Context: an optimization exercise on an open-source flow, tuned for small area and a short achievable clock period. The choices shown serve that exercise and are no tape-out recipe.
Only simulation tests tie the RTL to the original design; equivalence was not proved.
Power figures rest on the tool's default switching activity, not on a simulated workload.

Setup of oak:
## p4_core
module p4_core (
    input  wire        clk,
    input  wire        rst,           
    output wire [14:0] imem_addr,
    input  wire [15:0] imem_rdata,
    output wire [15:0] d_addr,
    output wire [15:0] d_wdata,
    output wire        d_we,
    output wire        d_re,
    input  wire [15:0] d_rdata,
    input  wire [15:0] irq,
    output wire        halted
);
export LEC_CHECK = 0
export CAP_MARGIN = 20
export CORE_MARGIN = 2
export CORE_UTILIZATION = 40
export CTS_BUF_LIST = sky130_fd_sc_hd__clkbuf_4 sky130_fd_sc_hd__clkbuf_8
export SETUP_SLACK_MARGIN = 2.5
export SLEW_MARGIN = 20
export SYNTH_HIERARCHICAL = 1
export SYNTH_MINIMUM_KEEP_SIZE = 0
create_clock -name core_clock -period 8.0 [get_ports {clk}]
standard.sh (not shown) runs the stock make flow with config.mk's settings and CLKGATE_MAP_FILE= SYNTH_SCRIPT=/design/flow/synth_recipe.tcl, a recipe that flattens the netlist after the stock synthesis.
==> flow/flow/run.sh <==
#!/bin/bash
# Layout: the standard flow (standard.sh, all steps) with one change:
# the port buffers that global placement inserts are buf_2 cells instead of
# the buffer the flow picks by default (a clkdlybuf4s50 delay cell).
# make's output, with every tool's output, goes to standard.log here; ORFS
# also keeps each step's log under orfs/logs/.
set -euo pipefail
export BUFFER_PORTS_ARGS="-buffer_cell sky130_fd_sc_hd__buf_2"
bash standard.sh > standard.log 2>&1
### oak -> pine
Settings: a deleted SYNTH_MINIMUM_KEEP_SIZE that had been 0; a deleted SYNTH_HIERARCHICAL that had been 1; a change of CORE_UTILIZATION from 40 to 65.
==> flow/flow/run.sh <==
#!/bin/bash
# Layout: the standard flow (standard.sh, all steps) with two changes:
#  - the port buffers that global placement inserts are buf_2 cells instead
#    of the buffer the flow picks by default (a clkdlybuf4s50 delay cell);
#  - synthesis leaves adders to ABC (no ADDER_MAP_FILE, so no extract_fa
#    full/half-adder cells), which keeps the ALU's carry network fast.
#    Registers are unchanged: same names and cell types as the standard
#    synthesis.
# make's output, with every tool's output, goes to standard.log here; ORFS
# also keeps each step's log under orfs/logs/.
set -euo pipefail
export BUFFER_PORTS_ARGS="-buffer_cell sky130_fd_sc_hd__buf_2"
export ADDER_MAP_FILE=
bash standard.sh > standard.log 2>&1
[summary]
- The post-route cell area of pine was superior to that of oak.
- Relative to oak, core region area decreased by 15,000 um2 in pine.
- Compared pine against oak; maximum clock insertion buffer count within noise.
- In the reports for oak and pine, the larger sequential share of cell area belongs to pine.
- In the metrics for oak and pine, the one carrying the higher synthesized netlist net count is oak.
- oak -> pine: number of standard cells after synthesis increased by a few percent
- Diff oak -> pine: highest attainable clock frequency now sits lower, fraction of the cycle the final worst path needs now sits higher, total power consumption of the routed design now sits lower, final cell count now sits lower.
Changes in birch relative to pine:
Settings: setting ABC_AREA to 1 for the first time; changing CORE_UTILIZATION from 65 to 45; changing SETUP_SLACK_MARGIN from 2.5 to 3.0.
## What came out
pine has a lower synthesis-to-finish area growth than birch. Combinational family with the most area after synthesis: compound AO/OA/AOI/OAI gates -> pine, simple AND/OR/NAND/NOR gates -> birch. Diff pine -> birch | total cell area at the placement stage | down slightly. STATUS cell area: birch loses against pine. [compare] base=pine new=birch: sequential share of layout area decreased by 0.44 points relative to the old numbers; area fraction of clock buffers and clock inverters shows an increase of 0.90 points. Summary of birch over pine: height of the chip +about 19%, combinational power neither gained nor lost much, net switching fraction of the power stayed essentially flat, via count up 724.
Modified inputs, maple compared to birch
Settings: putting SYNTH_HIERARCHICAL at 1 where nothing was set; clearing ABC_AREA, which used to be 1; putting SYNTH_MINIMUM_KEEP_SIZE at 0 where nothing was set; swapping 45 for 40 in CORE_UTILIZATION.
==> flow/run.sh (new file) <==
#!/bin/bash
# synth_recipe.tcl (not shown) runs the flow's synth.tcl, then flattens the netlist and writes it again
# the make line also repeats each setting of config.mk as NAME=value (left out here)
make -C /OpenROAD-flow-scripts/flow DESIGN_CONFIG=/design/flow/config.mk WORK_HOME=/design/flow/orfs CLKGATE_MAP_FILE= SYNTH_SCRIPT=/design/flow/synth_recipe.tcl finish
removed: flow/flow/run.sh
removed: flow/standard.sh
## What came out
Xor and xnor area share after synthesis (lower): birch. NOTE: fraction of the mapped netlist area in simple logic gates in maple falls short of that of birch. The synthesized net count number comes out higher for birch vs maple.
[inputs] cedar vs maple
Settings: SYNTH_HIERARCHICAL no longer set, was 1; SYNTH_MINIMUM_KEEP_SIZE no longer set, was 0; CORE_UTILIZATION now 55, was 40; ABC_AREA now 1, previously not set.
==> flow/flow/run.sh (new file) <==
#!/bin/bash
# Layout: the standard flow (standard.sh, all steps) with two changes:
#  - the port buffers that global placement inserts are buf_2 cells instead
#    of the buffer the flow picks by default (a clkdlybuf4s50 delay cell);
#  - synthesis leaves adders to ABC (no ADDER_MAP_FILE, so no extract_fa
#    full/half-adder cells), which keeps the ALU's carry network fast.
#    Registers are unchanged: same names and cell types as the standard
#    synthesis.
# make's output, with every tool's output, goes to standard.log here; ORFS
# also keeps each step's log under orfs/logs/.
set -euo pipefail
export BUFFER_PORTS_ARGS="-buffer_cell sky130_fd_sc_hd__buf_2"
export ADDER_MAP_FILE=
bash standard.sh > standard.log 2>&1
==> flow/standard.sh (new file) <==
#!/bin/bash
# synth_recipe.tcl (not shown) runs the flow's synth.tcl, then flattens the netlist and writes it again
# the make line also repeats each setting of config.mk as NAME=value (left out here)
make -C /OpenROAD-flow-scripts/flow DESIGN_CONFIG=/design/flow/config.mk WORK_HOME=/design/flow/orfs CLKGATE_MAP_FILE= SYNTH_SCRIPT=/design/flow/synth_recipe.tcl "${@:-finish}"
removed: flow/run.sh
Findings:
- Net switching share of the total power is lower on maple
- Relative to maple, final instance area decreased by 17% in cedar.
- In the tables for maple and cedar, setup clock skew after layout reads lower with cedar.
- Per the comparison of cedar with maple, number of top-level pins did not really move, count of vias placed by the detailed router shows an increase of 4.3%, worst stage delay on the critical path grew by 0.43 ns.

## static timing again, ports no longer ideal
How much do the figures lean on ideal ports? The routed layouts below were timed once more, with nothing changed but the port constraints.
Step 1: set_driving_cell puts a clkbuf_16 on clk and a buf_2 on each other input, an assumption about the parent block.
Step 2 moves the port delays by t, midway between the first and last clock arrival at a register: inputs arrive t later, outputs are due t later. That takes back most of the time a late clock gives input paths.
Three values: ideal ports, drivers, drivers and shift; two values: the first two.
run | t, ns | setup WS [ns] | worst hold slack (ns) | clock arrival spread, ns
oak | 0.620 | 2.579 / 2.553 / 1.987 | 0.455 / 0.455 / 0.455 | 0.027 / 0.028
pine | 0.591 | 2.497 / 2.519 / 1.929 | 0.462 / 0.462 / 0.462 | 0.017 / 0.017
birch | 0.633 | 2.954 / 2.954 / 2.355 | 0.442 / 0.442 / 0.442 | 0.033 / 0.034
maple | 0.613 | 2.785 / 2.781 / 2.176 | 0.458 / 0.458 / 0.458 | 0.058 / 0.059
cedar | 0.625 | 2.896 / 2.881 / 2.256 | 0.446 / 0.446 / 0.446 | 0.044 / 0.043
After both steps every run listed still meets setup and hold. The setup slack of cedar, which loses most, moves by -0.015 ns with the drivers and by -0.640 ns with both steps.
